Background: an optimization exercise with open tools, aiming at small area, a short achievable clock period and few clock cycles per item. Do not read the settings as production practice.
Only simulation tests tie the RTL to the original design; equivalence was not proved.

===== design/flow/constraint.sdc =====
create_clock -name core_clock -period 18.0 [get_ports {clk}]
set_input_delay 3.6000 -clock core_clock [delete_from_list [all_inputs] [get_ports {clk}]]
set_output_delay 3.6000 -clock core_clock [all_outputs]
set_load 0.01 [all_outputs]

===== design/flow/design.v =====
module bme280_comp (
    input  wire         clk,
    input  wire         rst,         
    input  wire         cal_load,    
    input  wire [207:0] cal1,        
    input  wire [55:0]  cal2,        
    input  wire         start,       
    input  wire [63:0]  raw,         
    output wire         ready,
    output reg          done,
    output reg          err,
    output wire [31:0]  temp,
    output wire [31:0]  t_fine,
    output wire [31:0]  press,
    output wire [31:0]  hum
);
    localparam I_IDLE = 0,  I_P12 = 1,  I_T1 = 2,   I_T2 = 3,   I_T3 = 4,   I_T4 = 5,
               I_Y1   = 6,  I_W   = 7,  I_DA = 8,   I_DB = 9,   I_Y2 = 10,  I_M  = 11,
               I_N    = 12, I_H2  = 13, I_FIX = 14, I_H3 = 15,  I_H4 = 16,  I_H5 = 17,
               I_H6   = 18, I_H7  = 19, I_H8 = 20,  I_H9 = 21,  I_H10 = 22, I_WT = 23,
               I_PT   = 24, I_PS  = 25, I_PW = 26,  I_PW1 = 27, I_PW2 = 28;
    localparam NS = 29;
    reg [NS-1:0] st;
    reg [NS-1:0] ns;
    reg [NS-1:0] nx;      
    assign ready = st[I_IDLE];
    reg        calv, pend;
    reg [15:0] T1, T2, T3;
    reg [15:0] P1, P3, P4, P5, P6, P7, P8, P9;
    reg [31:0] P12;       
    reg [7:0]  H1, H3, H6;
    reg [15:0] H2;
    reg [11:0] H4, H5;
    wire [15:0] T1_in = cal_load ? cal1[15:0]    : T1;
    wire [15:0] T2_in = (st[I_IDLE] & cal_load) ? cal1[31:16] : T2;
    wire [15:0] P1_in = cal_load ? cal1[63:48]   : P1;
    wire [15:0] P4_in = cal_load ? cal1[111:96]  : P4;
    wire [11:0] H4_in = cal_load ? {cal2[31:24], cal2[35:32]} : H4;
    reg [17:0] DD;        
    reg [21:0] K;         
    reg [19:0] RH;        
    wire [19:0] rawp = {raw[7:0],   raw[15:8],  raw[23:20]};
    wire [19:0] rawt = {raw[31:24], raw[39:32], raw[47:44]};
    wire [15:0] rawh = {raw[55:48], raw[63:56]};
    wire [16:0] d_in  = {1'b0, rawt[19:4]} - {1'b0, T1_in};
    wire [21:0] k_in  = 22'd1048576 - {2'd0, rawp} - {{2{P4_in[15]}}, P4_in, 4'd0};
    wire [19:0] rh_in = {4'd0, rawh} + 20'd1 - {2'd0, H4_in, 6'd0};
    reg [63:0] R, S1, S2, Q;
    reg [23:0] BR;        
    reg        t3s;       
    reg [22:0] X;
    reg [30:0] D;         
    reg        dneg;
    reg [31:0] D3;        
    reg [30:0] REM;
    reg [31:0] V;
    reg [4:0]  cnt;
    reg        divbusy, dsh, qneg, dz, needfix;
    reg        sNar, sR14, sAS2, sAQ, sCR, sPW, mneg_r;
    reg         zq, painv;
    wire [63:0] PA = {{13{painv | (Q[63] & ~qneg)}}, Q[63:13] ^ {51{painv}}};
    wire pw_fit = (PA[63:23] == {41{PA[23]}});
    function [63:0] sx28; input [27:0] v; sx28 = {{36{v[27]}}, v}; endfunction
    wire [22:0] s1c = {{2{S1[31]}}, S1[31:11]} - 23'd128000;    
    wire        tfast = t3s & (R[31:28] == {4{R[31]}});
    reg  [27:0] nar;
    reg  [63:0] mA, mC;
    reg         mNeg;
    always @(*) begin
        nar = 28'd0;
        if (st[I_P12]) nar = nar | {{12{P12[15]}}, P12[15:0]};
        if (st[I_T1])  nar = nar | {{10{DD[17]}}, DD};
        if (st[I_T2])  nar = nar | {{11{DD[17]}}, DD[17:1]};
        if (st[I_T3])  nar = nar | {{8{R[31]}}, R[31:12]};       
        if (sR14)      nar = nar | {{10{R[31]}}, R[31:14]};
        if (st[I_Y1])  nar = nar | {{5{X[22]}}, X};
        if (st[I_Y2])  nar = nar | {{12{P6[15]}}, P6};
        if (st[I_H2])  nar = nar | {16'd0, H5};
        if (st[I_H3])  nar = nar | {{20{H6[7]}}, H6};
        if (st[I_H4])  nar = nar | {20'd0, H3};
        if (st[I_H5])  nar = nar | {{7{R[31]}}, R[31:11]};
        if (st[I_H6])  nar = nar | {{6{R[31]}}, R[31:10]};
        if (st[I_H8])  nar = nar | {{11{R[31]}}, R[31:15]};
        if (st[I_H9])  nar = nar | {{3{R[31]}}, R[31:7]};
        if (st[I_H10]) nar = nar | R[31:4];
        mA = 64'd0;
        if (sNar) mA = mA | sx28(nar);
        if (sAS2) mA = mA | S2;
        if (st[I_DA])  mA = mA | {{8{R[63]}}, R[63:8]};
        if (st[I_DB])  mA = mA | {{20{P12[31]}}, P12, 12'd0};
        if (st[I_N])   mA = mA | R;
        if (st[I_PT])  mA = mA | PA;
        if (sAQ) mA = mA | Q;
        if (st[I_PW1]) mA = mA | {S2[40:0], 23'd0};
        if (st[I_PW2]) mA = mA | {S2[17:0], 46'd0};
        mC = 64'd0;
        if ((st[I_T3] & tfast) | st[I_T4]) mC = mC | {{27{s1c[22]}}, s1c, 14'd0};
        if (st[I_DA])  mC = mC | {1'b0, P1, 47'd0};
        if (sCR)       mC = mC | R;
        if (st[I_Y2])  mC = mC | {{31{P5[15]}}, P5, 17'd0};
        if (st[I_M])   mC = mC | {{11{K[21]}}, K, 31'd0};
        if (st[I_H2])  mC = mC | {{30{RH[19]}}, RH, 14'd0};
        if (st[I_H5])  mC = mC | {{27{S2[63]}}, S2[63:42], 15'd0};
        if (st[I_H6])  mC = mC | {{27{H2[15]}}, H2, 21'd8192};
        if (st[I_H10]) mC = mC | {{32{V[31]}}, V};
        if (st[I_PS])  mC = mC | {{17{P7[15]}}, P7, 31'd0};
        mNeg = mneg_r | (sPW & zq);
    end
    wire [63:0] pp [0:11];
    wire [11:0] bneg;
    wire [24:0] mBx = {BR, 1'b0};
    genvar j;
    generate
        for (j = 0; j < 12; j = j + 1) begin : g_booth
            wire b2 = mBx[2*j+2];
            wire b1 = mBx[2*j+1];
            wire b0 = mBx[2*j];
            wire one = b1 ^ b0;
            wire two = (b2 & ~b1 & ~b0) | (~b2 & b1 & b0);
            wire ng  = (b2 ^ mNeg) & (one | two);
            wire [64:0] mag = ({65{one}} & {1'b0, mA}) | ({65{two}} & {mA, 1'b0});
            wire [63:0] sel = mag[63:0] ^ {64{ng}};
            assign bneg[j] = ng;
            if (j == 0) begin : g0
                assign pp[j] = sel;
            end else begin : gn
                assign pp[j] = (sel << (2*j)) | ({63'd0, bneg[j-1]} << (2*j-2));
            end
        end
    endgenerate
    wire [63:0] corr = {41'd0, bneg[11], 22'd0};
    function [127:0] csa;
        input [63:0] a, b, c;
        begin
            csa[63:0]   = a ^ b ^ c;
            csa[127:64] = ((a & b) | (a & c) | (b & c)) << 1;
        end
    endfunction
    wire [127:0] l1a = csa(pp[0], pp[1], pp[2]);
    wire [127:0] l1b = csa(pp[3], pp[4], pp[5]);
    wire [127:0] l1c = csa(pp[6], pp[7], pp[8]);
    wire [127:0] l1d = csa(pp[9], pp[10], pp[11]);
    wire [127:0] l2a = csa(l1a[63:0], l1a[127:64], l1b[63:0]);
    wire [127:0] l2b = csa(l1b[127:64], l1c[63:0], l1c[127:64]);
    wire [127:0] l2c = csa(l1d[63:0], l1d[127:64], mC);
    wire [127:0] l3a = csa(l2a[63:0], l2a[127:64], l2b[63:0]);
    wire [127:0] l3b = csa(l2b[127:64], l2c[63:0], l2c[127:64]);
    wire [127:0] l4a = csa(l3a[63:0], l3a[127:64], l3b[63:0]);
    wire [127:0] l5a = csa(l4a[63:0], l4a[127:64], l3b[127:64]);
    wire [127:0] l6a = csa(l5a[63:0], l5a[127:64], corr);
    wire [63:0]  mac = l6a[63:0] + l6a[127:64];
    reg [23:0] bn;
    always @(*) begin
        bn = 24'd0;
        if (nx[I_P12]) bn = bn | {8'd0, P1_in};
        if (nx[I_T1])  bn = bn | {{8{T2_in[15]}}, T2_in};
        if (nx[I_T2])  bn = bn | {{7{DD[17]}}, DD[17:1]};
        if (nx[I_T3])  bn = bn | {{8{T3[15]}}, T3};
        if (nx[I_H10] | nx[I_FIX]) bn = bn | 24'd1;
        if (nx[I_T4])  bn = bn | 24'd16384;
        if (nx[I_Y1])  bn = bn | {{8{P3[15]}}, P3};
        if (nx[I_W] | nx[I_DB] | nx[I_Y2] | nx[I_M]) bn = bn | {X[22], X};
        if (nx[I_DA])  bn = bn | {8'd0, P1};
        if (nx[I_N])   bn = bn | 24'd3125;
        if (nx[I_H2] | nx[I_H3] | nx[I_H4]) bn = bn | {S1[22], S1[22:0]};
        if (nx[I_H5])  bn = bn | {{2{S2[63]}}, S2[63:42]};
        if (nx[I_H6])  bn = bn | {{8{H2[15]}}, H2};
        if (nx[I_H7])  bn = bn | {{7{S2[16]}}, S2[16:0]};
        if (nx[I_H9])  bn = bn | {16'd0, H1};
        if (nx[I_PT])  bn = bn | {{8{P9[15]}}, P9};
        if (nx[I_PS])  bn = bn | {4'd0, P8[15] ? 4'b0111 : 4'b1000, P8};
        if (nx[I_PW])  bn = bn | (pw_fit ? PA[23:0] : {1'b0, PA[22:0]});
        if (nx[I_PW1]) bn = bn | {1'b0, PA[45:23]};
        if (nx[I_PW2]) bn = bn | {{6{PA[63]}}, PA[63:46]};
    end
    reg  [30:0] rr;
    reg  [63:0] qq;
    reg  [32:0] r4, t1, t2, t3;
    integer k;
    always @(*) begin
        if (dsh) begin
            rr = {3'd0, Q[63:36]};
            qq = {Q[35:0], 28'd0};
        end else begin
            rr = REM;
            qq = Q;
        end
        for (k = 0; k < 2; k = k + 1) begin
            r4 = {1'b0, rr[29:0], qq[63:62]};
            t1 = r4 - {2'b0, D};
            t2 = r4 - {1'b0, D, 1'b0};
            t3 = r4 - {1'b0, D3};
            if (!t3[32]) begin
                rr = t3[30:0]; qq = {qq[61:0], 2'd3};
            end else if (!t2[32]) begin
                rr = t2[30:0]; qq = {qq[61:0], 2'd2};
            end else if (!t1[32]) begin
                rr = t1[30:0]; qq = {qq[61:0], 2'd1};
            end else begin
                rr = r4[30:0]; qq = {qq[61:0], 2'd0};
            end
        end
    end
    wire dbig  = (D[30:28] != 3'd0);    
    wire dzero = (D == 31'd0);
    wire divlast = divbusy & (cnt == 5'd1);
    wire [24:0] tf_o = {{2{X[22]}}, X} + 25'd128000;
    assign t_fine = {{7{tf_o[24]}}, tf_o};
    wire [26:0] t5 = {{4{X[22]}}, X} + {{2{X[22]}}, X, 2'b00} + 27'd640128;
    assign temp = {{13{t5[26]}}, t5[26:8]};
    wire [39:0] psum = S1[58:19] + {R[63], R[63:25]};
    assign press = dz ? 32'd0 : psum[39:8];
    assign hum = V[31] ? 32'd0 :
                 ($signed(V) > 32'sd419430400) ? 32'd102400 : {15'd0, V[28:12]};
    wire acc = start & (cal_load | calv);
    always @(*) begin
        ns = {NS{1'b0}};
        if (st[I_IDLE]) begin
            if (acc) begin
                if (cal_load | pend) ns[I_P12] = 1'b1;
                else                 ns[I_T1]  = 1'b1;
            end else ns[I_IDLE] = 1'b1;
        end
        if (st[I_P12]) ns[I_T1] = 1'b1;
        if (st[I_T1])  ns[I_T2] = 1'b1;
        if (st[I_T2])  ns[I_T3] = 1'b1;
        if (st[I_T3]) begin
            if (tfast) ns[I_Y1] = 1'b1;
            else       ns[I_T4] = 1'b1;
        end
        if (st[I_T4])  ns[I_Y1] = 1'b1;
        if (st[I_Y1])  ns[I_W]  = 1'b1;
        if (st[I_W])   ns[I_DA] = 1'b1;
        if (st[I_DA])  ns[I_DB] = 1'b1;
        if (st[I_DB])  ns[I_Y2] = 1'b1;
        if (st[I_Y2])  ns[I_M]  = 1'b1;
        if (st[I_M])   ns[I_N]  = 1'b1;
        if (st[I_N])   ns[I_H2] = 1'b1;
        if (st[I_H2]) begin
            if (needfix) ns[I_FIX] = 1'b1;
            else         ns[I_H3]  = 1'b1;
        end
        if (st[I_FIX]) ns[I_H3] = 1'b1;
        if (st[I_H3])  ns[I_H4] = 1'b1;
        if (st[I_H4])  ns[I_H5] = 1'b1;
        if (st[I_H5])  ns[I_H6] = 1'b1;
        if (st[I_H6])  ns[I_H7] = 1'b1;
        if (st[I_H7])  ns[I_H8] = 1'b1;
        if (st[I_H8])  ns[I_H9] = 1'b1;
        if (st[I_H9])  ns[I_H10] = 1'b1;
        if (st[I_H10] | st[I_WT]) begin
            if (divbusy & ~divlast) ns[I_WT] = 1'b1;
            else                    ns[I_PT] = 1'b1;
        end
        if (st[I_PT])  ns[I_PS] = 1'b1;
        if (st[I_PS])  ns[I_PW] = 1'b1;
        if (st[I_PW]) begin
            if (pw_fit) ns[I_IDLE] = 1'b1;
            else        ns[I_PW1]  = 1'b1;
        end
        if (st[I_PW1]) ns[I_PW2] = 1'b1;
        if (st[I_PW2]) ns[I_IDLE] = 1'b1;
        nx = ns;
        if (st[I_IDLE]) begin
            nx[I_IDLE] = 1'b0;
            nx[I_P12]  = cal_load | pend;
            nx[I_T1]   = ~(cal_load | pend);
        end
    end
    always @(posedge clk) begin
        if (st[I_IDLE]) begin
            DD <= {d_in, rawt[3]};
            K  <= k_in;
            RH <= rh_in;
            if (cal_load) begin
                T1 <= cal1[15:0];
                T2 <= cal1[31:16];
                T3 <= cal1[47:32];
                P1 <= cal1[63:48];
                P12 <= {16'd0, cal1[79:64]};
                P3 <= cal1[95:80];
                P4 <= cal1[111:96];
                P5 <= cal1[127:112];
                P6 <= cal1[143:128];
                P7 <= cal1[159:144];
                P8 <= cal1[175:160];
                P9 <= cal1[191:176];
                H1 <= cal1[207:200];
                H2 <= cal2[15:0];
                H3 <= cal2[23:16];
                H4 <= {cal2[31:24], cal2[35:32]};
                H5 <= {cal2[47:40], cal2[39:36]};
                H6 <= cal2[55:48];
                t3s <= (cal1[47] == cal1[46]);
            end
        end
        R  <= mac;
        BR <= nx[I_H8] ? {{7{mac[31]}}, mac[31:15]} : bn;    
        sNar <= nx[I_P12] | nx[I_T1] | nx[I_T2] | nx[I_T3] | nx[I_T4] | nx[I_Y1] |
                nx[I_Y2] | nx[I_H2] | nx[I_H3] | nx[I_H4] | nx[I_H5] | nx[I_H6] |
                nx[I_H7] | nx[I_H8] | nx[I_H9] | nx[I_H10];
        sR14 <= nx[I_T4] | nx[I_H7];
        sAS2 <= nx[I_W] | nx[I_M] | nx[I_PW];
        sAQ  <= nx[I_PS] | nx[I_FIX];
        sCR  <= nx[I_DB] | nx[I_PW1] | nx[I_PW2];
        sPW  <= nx[I_PT] | nx[I_PW] | nx[I_PW1] | nx[I_PW2];
        mneg_r <= nx[I_M] | nx[I_H2] | nx[I_H10] | nx[I_FIX] | (nx[I_PS] & qneg);
        if (st[I_P12]) P12 <= mac[31:0];
        if (st[I_T1])  S1 <= mac;
        if (st[I_T3] | st[I_T4]) X <= mac[36:14];
        if (st[I_Y1])  begin S2 <= mac; S1[22:0] <= X + 23'd51200; end
        if (st[I_DB])  D  <= mac[63:33];
        if (st[I_Y2])  begin S2 <= mac; D <= (D ^ {31{D[30]}}) + {30'd0, D[30]}; dneg <= D[30]; end
        if (st[I_M])   D3 <= {1'b0, D} + {D, 1'b0};
        if (st[I_H2])  S2[16:0] <= mac[31:15];
        if (st[I_H3])  S2[63:42] <= mac[31:10];
        if (st[I_H7] | st[I_H10]) V <= mac[31:0];
        if (st[I_PT])  S2 <= mac;
        if (st[I_PS])  S1 <= mac;
        if (st[I_N] | st[I_FIX]) begin
            Q   <= mac;
            REM <= 31'd0;
            cnt <= dbig ? 5'd9 : 5'd16;
            if (st[I_N])
                qneg <= dneg ^ mac[63];
        end else if (divbusy) begin
            Q   <= qq;
            REM <= rr;
            cnt <= cnt - 5'd1;
            zq    <= qneg & (qq[12:0] == 13'd0);
            painv <= qneg & (qq[12:0] != 13'd0);
        end
        if (rst) begin
            st      <= {{(NS-1){1'b0}}, 1'b1};
            calv    <= 1'b0;
            pend    <= 1'b0;
            done    <= 1'b0;
            err     <= 1'b0;
            divbusy <= 1'b0;
        end else begin
            st   <= ns;
            done <= 1'b0;
            if (st[I_IDLE]) begin
                if (cal_load) begin
                    calv <= 1'b1;
                    pend <= 1'b1;
                end
                if (start & ~cal_load & ~calv) begin
                    done <= 1'b1;        
                    err  <= 1'b1;
                end
            end
            if (st[I_P12]) pend <= 1'b0;
            if (st[I_N]) begin
                dz      <= dzero;
                divbusy <= ~dzero & ~mac[63];
                needfix <= ~dzero & mac[63];
            end
            if (st[I_FIX]) divbusy <= 1'b1;
            if (divlast) divbusy <= 1'b0;
            dsh <= (st[I_N] | st[I_FIX]) & dbig;    
            if ((st[I_PW] & pw_fit) | st[I_PW2]) begin
                err  <= 1'b0;
                done <= 1'b1;
            end
        end
    end
endmodule

===== design/flow/config.mk =====
export PLATFORM = sky130hd
export DESIGN_NAME = bme280_comp
export DESIGN_NICKNAME = bme280_comp
export VERILOG_FILES = /design/flow/design.v
export SDC_FILE = /design/flow/constraint.sdc
export NUM_CORES = 4
export LEC_CHECK = 0
export CAP_MARGIN = 20
export CORE_MARGIN = 2
export CORE_UTILIZATION = 30
export PLACE_DENSITY = 0.5
export SLEW_MARGIN = 20

===== design/flow/run.sh =====
#!/bin/bash
# synth_recipe.tcl (not shown) runs the flow's synth.tcl, then flattens the netlist and writes it again
# the make line also repeats each setting of config.mk as NAME=value (left out here)
make -C /OpenROAD-flow-scripts/flow DESIGN_CONFIG=/design/flow/config.mk WORK_HOME=/design/flow/orfs CLKGATE_MAP_FILE= SYNTH_SCRIPT=/design/flow/synth_recipe.tcl finish

==> out/metrics.cfg, run 1 <==
[clock_network]
cts-root-buf = clkbuf_16
ctsResizeCount = 0
clock_sinks = 808
cts_hold_buf = 0
h-tree-depth = 3
cts_buffers = 89
clk_latency_ps = 740
clkTransAtPathRegs_ps = 70
cts.path.max_buffers = 3
cts_tree = yes
postCtsSetupBuffers = 0

[setup_path]
crit_arrival_ps = 12630
end_kind = flip-flop
start_kind = flip-flop
cp_slowest_cell = a2111oi_1
crit_required_ps = 18460
r2r_cells = 31
critical-path-max-stage-delay_ps = 920
cpMostUsedCell = fa_1
startpoint = st[1]
ff2ff_setup_slack_ps = 5830
crit_type = flip-flop to flip-flop
timing.rr.start = st[1]
worst-path-max-fanout = 37
timing.rr.end = D[29]
critPathCapture = D[29]

[sta]
timing.hold.ws_ps = 450.6
fmaxAchievable_ghz = 0.08216
max_slew_margin_pct = 18.60
layout_min_cycle_time_ps = 12170
hold_violations = 0
worstMarginPinSlew_ps = 1218
finalSetupTns_ps = 0
rsz0062_at_grt = no
drv_slew = 0
finalCritPeriodShare_pct = 67.62
setup_viol = 0
skew_ps = 43.56

[floorplan]
rows = 194
initial_core_util_pct = 30.11
pin_count = 463
dieArea_um2 = 284200
dieWidth_um = 533.1
core_um2 = 278900
fp.dieH_um = 533.1

[detailed_routing]
num_vias = 75502
first_pass_iters = 10
drtAntennaViolNets = 0
routed_wl_mm = 413.0
route.detailed.drc = 0
drtIter0Drc = 11250
routed_via_density = 5.908
wl_per_cell_um = 32.31

[place]
place_hpwl_mm = 316.9
place_congestion = 1.029
numPortBuffers = 428
placed_area_um2 = 93160

[status]
status = finished clean

[logic_synthesis]
synth_edf_count = 649
synthDistinctLibCells = 94
netlist_area_um2 = 83970
synth_top_cell_area_share_pct = 23.21
synthCells = 8813
ys_ff_latch = 808
yosysWarnings = 1
ys_seq_area_share_pct = 27.00
syn_area_per_cell_um2 = 9.528
synth-async-reset-ratio_pct = 0
synth-main-ff-cell = edfxtp_1
synth_area_leaders = edfxtp_1, fa_1, ha_1
synth_area_leader_cell = edfxtp_1

[grt]
grt_pass1_wl_mm = 573.5
antenna_found_initial = 49
grt_max_degree = 123
grt.overflow.total = 0
grt_usage_pct = 28.04
grt_pass1_vias = 72783

[min_path]
min_path_type = flip-flop to flip-flop

[finish]
area_growth_pct = 14.71
layout-drive-gt1-share_pct = 7.415
multi_input_area_um2 = 56510
regArea_um2 = 22700
finalNetCount = 10426
final.fill_count = 28266
layout_commonest_cell = a22oi_1
final_cell_mix = a22oi_1, inv_1, xnor2_1
final_cell_area_um2 = 96330

[flow_run]
cap_violations = 0

worst max-delay path, delay by kind of cell (launching register included):
kind,cells,cell delay [ps]
AO/OA/AOI/OAI,9,4050
XOR/XNOR,1,340
adder cells (fa/ha/maj),7,3180
buffers and inverters,3,630
flip-flops,1,310
multiplexers,3,900
AND/OR/NAND/NOR,8,2380
Yosys cell counts (all sizes together), types with 87 or more instances:
| cell type | instances |
|---|---|
| a21o | 132 |
| a21oi | 408 |
| a222oi | 96 |
| a22oi | 841 |
| buf | 141 |
| clkbuf | 515 |
| dfxtp | 159 |
| edfxtp | 649 |
| fa | 569 |
| ha | 563 |
| inv | 793 |
| mux2 | 92 |
| mux2i | 139 |
| nand2 | 517 |
| nand3 | 154 |
| nand4 | 98 |
| nor2 | 351 |
| nor2b | 87 |
| nor3 | 88 |
| o21ai | 379 |
| xnor2 | 740 |
| xor2 | 354 |
final cells by class:
| type | instances | share of cell area (%) |
|---|---|---|
| flip-flops and latches | 808 | 23.56 |
| multi-input cells | 6570 | 58.67 |
| diodes | 19 | 0.04936 |
| well taps | 3724 | 4.837 |
| repair buffers | 700 | 6.580 |
| clock buffers | 109 | 2.499 |
| inverters | 793 | 3.099 |
| clock inverters | 56 | 0.7053 |
layer usage:
metal,up-vias,part of all wire [%],track usage (%)
li1,31978,-,-
met1,37938,40,37.19
met2,4668,44,42.63
met3,888,11,6.572
met4,30,5.5,13.82
met5,-,0.074,0.3165
cells by family (layout without fill, tap and decap cells):
kind of cell / count (synthesis) / in the layout / synth area share [%]
buffers and inverters: 1449 / 1658 / 6.738
multiplexers: 231 / 231 / 2.891
adder cells (fa/ha/maj): 1136 / 1136 / 22.00
AO/OA/AOI/OAI: 2483 / 2483 / 20.68
AND/OR/NAND/NOR: 1609 / 1609 / 9.217
XOR/XNOR: 1096 / 1096 / 11.47
other: 1 / 34 / 0.004466
flip-flops: 808 / 808 / 27.00
worst min-delay path by stage:
stage	startpoint	endpoint	slack [ps]	depth (start not counted)
after floorplan	REM[29]	REM[29]	420	2
after global placement	REM[29]	REM[29]	440	2
after detailed placement	REM[29]	REM[29]	440	2
after CTS	REM[29]	REM[29]	460	2
after global routing	REM[2]	REM[2]	500	2
final	REM[29]	REM[29]	450	2
per-stage QoR:
stage | setup WS [ps] | instances | utilization, %
final | 5828 | 12779 | 34.54
after global routing | 5512 | 12762 | 34.52
after CTS | 6076 | 12759 | 34.51
after detailed placement | 6173 | 12594 | 33.40
after global placement | 6043 | 12593 | 33.38
after floorplan | 7957 | 8827 | -
state kept, by name, summed over array words and instances (netlist names), 18 cells and up:
| name | cells |
|---|---|
| Q | 64 |
| R | 64 |
| S2 | 64 |
| S1 | 59 |
| D3 | 32 |
| P12 | 32 |
| V | 32 |
| D | 31 |
| REM | 30 |
| st | 29 |
| BR | 24 |
| X | 23 |
| K | 22 |
| RH | 19 |
| DD | 18 |
Testbench counts, summed over its fixed seeds: cycles 11,808, samples 512.
==> run 2, diff against run 1 <==
--- a/design/flow/design.v
+++ b/design/flow/design.v
@@ -91,12 +91,11 @@
         if (st[I_N])   mA = mA | R;
         if (st[I_PT])  mA = mA | PA;
         if (sAQ) mA = mA | Q;
-        if (st[I_PW1]) mA = mA | {S2[40:0], 23'd0};
-        if (st[I_PW2]) mA = mA | {S2[17:0], 46'd0};
         mC = 64'd0;
         if ((st[I_T3] & tfast) | st[I_T4]) mC = mC | {{27{s1c[22]}}, s1c, 14'd0};
         if (st[I_DA])  mC = mC | {1'b0, P1, 47'd0};
         if (sCR)       mC = mC | R;
+        if (st[I_PW1] | st[I_PW2]) mC = mC | {R[40:0], 23'd0};    
         if (st[I_Y2])  mC = mC | {{31{P5[15]}}, P5, 17'd0};
         if (st[I_M])   mC = mC | {{11{K[21]}}, K, 31'd0};
         if (st[I_H2])  mC = mC | {{30{RH[19]}}, RH, 14'd0};
@@ -169,9 +168,9 @@
         if (nx[I_H9])  bn = bn | {16'd0, H1};
         if (nx[I_PT])  bn = bn | {{8{P9[15]}}, P9};
         if (nx[I_PS])  bn = bn | {4'd0, P8[15] ? 4'b0111 : 4'b1000, P8};
-        if (nx[I_PW])  bn = bn | (pw_fit ? PA[23:0] : {1'b0, PA[22:0]});
+        if (nx[I_PW])  bn = bn | (pw_fit ? PA[23:0] : {{6{PA[63]}}, PA[63:46]});
         if (nx[I_PW1]) bn = bn | {1'b0, PA[45:23]};
-        if (nx[I_PW2]) bn = bn | {{6{PA[63]}}, PA[63:46]};
+        if (nx[I_PW2]) bn = bn | {1'b0, PA[22:0]};
     end
     reg  [30:0] rr;
     reg  [63:0] qq;
@@ -300,9 +299,9 @@
                 nx[I_Y2] | nx[I_H2] | nx[I_H3] | nx[I_H4] | nx[I_H5] | nx[I_H6] |
                 nx[I_H7] | nx[I_H8] | nx[I_H9] | nx[I_H10];
         sR14 <= nx[I_T4] | nx[I_H7];
-        sAS2 <= nx[I_W] | nx[I_M] | nx[I_PW];
+        sAS2 <= nx[I_W] | nx[I_M] | nx[I_PW] | nx[I_PW1] | nx[I_PW2];
         sAQ  <= nx[I_PS] | nx[I_FIX];
-        sCR  <= nx[I_DB] | nx[I_PW1] | nx[I_PW2];
+        sCR  <= nx[I_DB];
         sPW  <= nx[I_PT] | nx[I_PW] | nx[I_PW1] | nx[I_PW2];
         mneg_r <= nx[I_M] | nx[I_H2] | nx[I_H10] | nx[I_FIX] | (nx[I_PS] & qneg);
         if (st[I_P12]) P12 <= mac[31:0];
==> run 2 against run 1 <==
Routed wire length decreased by 0.79%. Die area decreased by 0.61%.
==> out/metrics.cfg, run 2 <==
[detailed_routing]
routed_wl_mm = 409.7
route.detailed.drc = 0
drtAntennaViolNets = 0
routed_via_density = 5.949
wl_per_cell_um = 32.32
drtIter0Drc = 10898
num_vias = 75406
first_pass_iters = 13

[finish]
layout-drive-gt1-share_pct = 7.557
area_growth_pct = 14.91
stdcell_count = 12675
final_cell_mix = inv_1, xnor2_1, edfxtp_1
reg_top3 = Q x64, R x64, S2 x64
finalNetCount = 10330
layout_commonest_cell = inv_1

[min_path]
hp-start = REM[19]
min_path_cells = 1
min_path_type = flip-flop to flip-flop

[sta]
max_slew_margin_pct = 10.70
worstMarginPinSlew_ps = 1339
fmaxAchievable_ghz = 0.08744
rsz0062_at_grt = no
skew_ps = 63.09
drv_slew = 0
layout_min_cycle_time_ps = 11440
hold_violations = 0
setup_viol = 0
finalSetupTns_ps = 0
finalCritPeriodShare_pct = 63.54

[floorplan]
initial_core_util_pct = 30.18
pin_count = 463
dieWidth_um = 531.4
fp.dieH_um = 531.4
dieArea_um2 = 282400
core_um2 = 276500
rows = 193

[logic_synthesis]
synth_area_leaders = edfxtp_1, fa_1, ha_1
ys_ff_latch = 808
yosysMostFrequentCell = inv_1
syn_area_per_cell_um2 = 9.576
synthDistinctLibCells = 101
synth_area_leader_cell = edfxtp_1
synth-main-ff-cell = edfxtp_1
synth-async-reset-ratio_pct = 0
ys_seq_area_share_pct = 27.17
yosysWarnings = 1
synthCells = 8715
netlist_area_um2 = 83460
synth_top_cell_area_share_pct = 23.35
synth.top_cells.by_count = inv_1, xnor2_1, edfxtp_1, a22oi_1, fa_1
synth_edf_count = 649

[setup_path]
cpMostUsedCell = fa_1
cp_top_family = compound AO/OA/AOI/OAI gates
critPathBufInv = 3
end_kind = flip-flop
cp_slowest_cell = edfxtp_1
crit_arrival_ps = 11900
crit_type = flip-flop to flip-flop
r2r_cells = 29
worst-path-max-fanout = 46
timing.rr.start = painv
critical-path-max-stage-delay_ps = 960
crit_required_ps = 18470
crit_cells = 29
startpoint = painv
start_kind = flip-flop

[grt]
grt_usage_pct = 27.94
grt_pass1_vias = 72594
grt_max_degree = 118
antenna_found_initial = 45
grt.overflow.total = 0
grt_pass1_wl_mm = 570.2

[clock_network]
clk_latency_ps = 790
ctsResizeCount = 0
cts.path.max_buffers = 3
postCtsSetupBuffers = 0
h-tree-depth = 3
cts-root-buf = clkbuf_16
cts_tree = yes
cts_hold_buf = 0
clkTransAtPathRegs_ps = 70
clock_sinks = 808
cts_buffers = 91

[flow_run]
cap_violations = 0

[place]
place_congestion = 1.036
place_hpwl_mm = 314.2
dp_cells = 12473
numPortBuffers = 428

[status]
status = finished clean

[run 2: cell types whose count changed in the layout (fill, tap and decap cells not counted), sizes merged, moves of 19 or more]
| cell | before | now |
|---|---|---|
| o22ai | 23 | 244 |
| a222oi | 96 | 123 |
| mux2i | 139 | 168 |
| a22oi | 841 | 621 |
| xor2 | 354 | 391 |
| nor2 | 351 | 332 |
| a22o | 78 | 43 |
| inv | 800 | 742 |
| xnor2 | 740 | 719 |
[run 2: logic make-up (layout without fill, tap and decap cells)]
logic type | after synthesis | in the layout | synth area share [%]
other | 1 | 40 | 0.004493
AO/OA/AOI/OAI | 2484 | 2484 | 20.58
multiplexers | 253 | 253 | 3.162
adder cells (fa/ha/maj) | 1132 | 1132 | 22.09
XOR/XNOR | 1111 | 1111 | 11.68
buffers and inverters | 1384 | 1600 | 6.460
AND/OR/NAND/NOR | 1542 | 1542 | 8.857
flip-flops | 808 | 808 | 27.17
[run 2: area by class of cell]
| type | instances | area (um^2) |
|---|---|---|
| diodes | 25 | 62.56 |
| clock buffers | 109 | 2439 |
| clock inverters | 63 | 765.7 |
| fillers | 28075 | 180600 |
| inverters | 732 | 2755 |
| multi-input cells | 6537 | 56260 |
| flip-flops and latches | 808 | 22700 |
| well taps | 3705 | 4636 |
| repair buffers | 696 | 6281 |
[run 2: final timing paths]
check / endpoint / slack [ps]
worst max-delay path: S2[60] / 6560
worst min-delay path: REM[19] / 450
worst max register to register: S2[60] / 6560
worst min register to register: REM[19] / 450
[run 2: per-stage QoR]
stage                     worst slack, ps  util (%)  hold WS (ps)  cell area (um^2)
after detailed placement             6947     33.48         439.2             92570
after global placement               6977     33.47         434.3             92550
after floorplan                      8942         -         349.3             83510
after global routing                 6345     34.66         477.9             95840
after CTS                            6867     34.64         455.0             95770
final                                6563     34.68         452.5             95900
[run 2: worst reg2reg max path: cells and delay by family, from the launching register on]
family,cells,cell delay [ps]
AOI/OAI and AO/OA,13,3690
xor gates and xnor gates,3,1460
adders and majority gates,7,3150
buffers and inverters,3,1280
DFF,1,960
muxes,1,110
and+or+nand+nor,2,520
[run 2: per-layer routing]
metal	wire [um]	vias up	global-route usage [%]
li1	-	31807	-
met1	162700	37776	36.59
met2	179400	4873	42.59
met3	45670	920	7.364
met4	21680	30	13.29
met5	304	-	0.2868
Testbench counts of run 2, summed over its fixed seeds: cycles 11,808, samples 512.
==> run 3, diff against run 2 <==
--- a/design/flow/config.mk
+++ b/design/flow/config.mk
@@ -7,6 +7,6 @@
 export LEC_CHECK = 0
 export CAP_MARGIN = 20
 export CORE_MARGIN = 2
-export CORE_UTILIZATION = 30
-export PLACE_DENSITY = 0.5
+export CORE_UTILIZATION = 40
+export PLACE_DENSITY = 0.6
 export SLEW_MARGIN = 20
==> run 3 against run 2 <==
Highest routed layer unchanged. Final cell count shrank 7.3%. Hold slack gained 4.4 ps. Register-to-register slack gained 130 ps. Utilization grew 11 points. Routed wire length shrank 4.9%. Global-route usage grew 7.8 points. Sequential share of layout area grew 0.39 points.
==> out/metrics.cfg, run 3 <==
[sta]
finalSetupTns_ps = 0
drv_slew = 0
hold_violations = 0
layout_min_cycle_time_ps = 11310
fmaxAchievable_ghz = 0.08842
rsz0062_at_grt = no
max_slew_margin_pct = 14.28
finalCritPeriodShare_pct = 62.83
setup_viol = 0
skew_ps = 24.87
timing.hold.ws_ps = 456.9
worstMarginPinSlew_ps = 1286

[floorplan]
pin_count = 463
initial_core_util_pct = 40.26
dieArea_um2 = 212300
dieWidth_um = 460.8
core_um2 = 207300
rows = 167
fp.dieH_um = 460.8

[clock_network]
postCtsSetupBuffers = 0
clkTransAtPathRegs_ps = 60
ctsResizeCount = 0
h-tree-depth = 3
clock_sinks = 808
cts_buffers = 87
cts-root-buf = clkbuf_16
cts_tree = yes
clk_latency_ps = 710
cts_hold_buf = 0
cts.path.max_buffers = 3

[setup_path]
ff2ff_setup_slack_ps = 6690
timing.rr.end = painv
timing.rr.start = dsh
worst-path-max-fanout = 32
crit_arrival_ps = 11740
start_kind = flip-flop
critical-path-max-stage-delay_ps = 830
crit_required_ps = 18430
crit_type = flip-flop to flip-flop
startpoint = dsh
end_kind = flip-flop
cp_slowest_cell = nor2_2
r2r_cells = 30

[logic_synthesis]
yosysMostFrequentCell = inv_1
synthAdderAreaFrac_pct = 22.09
synth-main-ff-cell = edfxtp_1
synth_area_leader_cell = edfxtp_1
syn_area_per_cell_um2 = 9.576
synth_area_leaders = edfxtp_1, fa_1, ha_1
synthCells = 8715
ys_ff_latch = 808
synth.top_cells.by_count = inv_1, xnor2_1, edfxtp_1, a22oi_1, fa_1
netlist_area_um2 = 83460
synth_edf_count = 649
yosysWarnings = 1
synth_compound_area_share_pct = 20.58
synth_top_cell_area_share_pct = 23.35
synthMuxAreaShare_pct = 3.162
synth-xor-area-share_pct = 11.68
synthSimpleGateAreaFrac_pct = 8.857
synth_top_family_by_area = adder cells
ys_seq_area_share_pct = 27.17
synth-async-reset-ratio_pct = 0
synthDistinctLibCells = 101

[detailed_routing]
drtAntennaViolNets = 0
routed_via_density = 6.447
drtIter0Drc = 11790
num_vias = 75730
routed_wl_mm = 389.5
first_pass_iters = 10
wl_per_cell_um = 33.16
route.detailed.drc = 0

[finish]
layout-drive-gt1-share_pct = 7.180
finalNetCount = 10318
area_growth_pct = 13.05
layout_commonest_cell = inv_1
post-route-util_pct = 45.52
final_cell_mix = inv_1, xnor2_1, edfxtp_1
reg_top3 = Q x64, R x64, S2 x64
stdcell_count = 11746
final.fill_count = 19828

[grt]
grt_pass1_wl_mm = 545.1
grt_usage_pct = 35.70
antenna_found_initial = 31
grt_pass1_vias = 72869
grt_max_degree = 119
grt.overflow.total = 0

[flow_run]
cap_violations = 0

[min_path]
min_path_cells = 2
hp-start = REM[1]
min_path_type = flip-flop to flip-flop
hold_end = REM[1]

[place]
numPortBuffers = 428
place_hpwl_mm = 296.2
dp_cells = 11549
place_congestion = 1.058

[status]
status = finished clean

run 3: stage by stage:
step / setup slack, ps / cell area [um^2]
floorplan: 8942 / 83510
global placement: 7193 / 91240
detailed placement: 6964 / 91320
CTS: 6900 / 94210
global route: 6079 / 94270
finish: 6690 / 94350
run 3: how the worst max path moves through the flow:
stage / end / slack (ps)
global placement: REM[26] / 7190
global route: painv / 6080
detailed placement: painv / 6960
finish: painv / 6690
CTS: painv / 6900
floorplan: S2[59] / 8940
run 3: area by class of cell:
| cell class | instances | area [um^2] | area share (%) |
|---|---|---|---|
| Sequential cell | 808 | 22700 | 24.06 |
| Timing Repair Buffer | 688 | 6237 | 6.611 |
| Clock buffer | 121 | 2479 | 2.627 |
| Inverter | 732 | 2755 | 2.920 |
| Antenna cell | 30 | 75.07 | 0.07957 |
| Tap cell | 2788 | 3488 | 3.697 |
| Clock inverter | 42 | 411.6 | 0.4363 |
| Multi-Input combinational cell | 6537 | 56200 | 59.56 |
run 3: per-layer routing:
metal | vias up | GRT usage, % | share of wire [%]
li1 | 31783 | - | -
met1 | 37515 | 46.22 | 39
met2 | 5391 | 52.74 | 42
met3 | 1009 | 12.37 | 13
met4 | 32 | 17.56 | 5.9
met5 | - | 0.2985 | 0.073
run 3: worst max-delay path: cells and delay by family, from the launching register on:
family / cells / cell delay [ps]
buf+inv: 4 / 1240
compound gates: 15 / 5560
simple gates: 7 / 1820
flops: 1 / 790
mux: 2 / 960
fa+ha+maj: 2 / 610
run 3: logic make-up after synthesis:
family | after synthesis
compound gates | 2484
xor+xnor | 1111
other cells | 1
fa+ha+maj | 1132
mux | 253
buf+inv | 1384
flops | 808
simple gates | 1542

what the ideal ports hide:
Ports are ideal in the flow. The routed layouts listed here were re-timed in OpenROAD. Step 1 sets driving cells, clkbuf_16 on the clock port and buf_2 on the other inputs (assumed; they add their load-dependent delay and slew). Step 2 adds t to the input delays and takes it off the output delays; t is the mean of the earliest and latest rising clock arrival at the registers after step 1. Input paths then give back, and output paths get back, about the clock's delay inside the block. a / b / c = no drivers / after step 1 / after step 2; a / b = the first two.
| run | t, ns | setup slack, ns | hold slack, ns | worst setup path at the end | worst register clock-pin slew, ns |
|---|---|---|---|---|---|
| run 1 | 0.807 | 5.828 / 5.828 / 5.828 | 0.451 / 0.451 / 0.451 | register to register | 0.07 / 0.07 |
| run 2 | 0.834 | 6.563 / 6.563 / 6.563 | 0.452 / 0.452 / 0.452 | register to register | 0.08 / 0.08 |
| run 3 | 0.780 | 6.690 / 6.690 / 6.690 | 0.457 / 0.457 / 0.457 | register to register | 0.07 / 0.07 |
After both steps setup and hold are still met in every run listed.
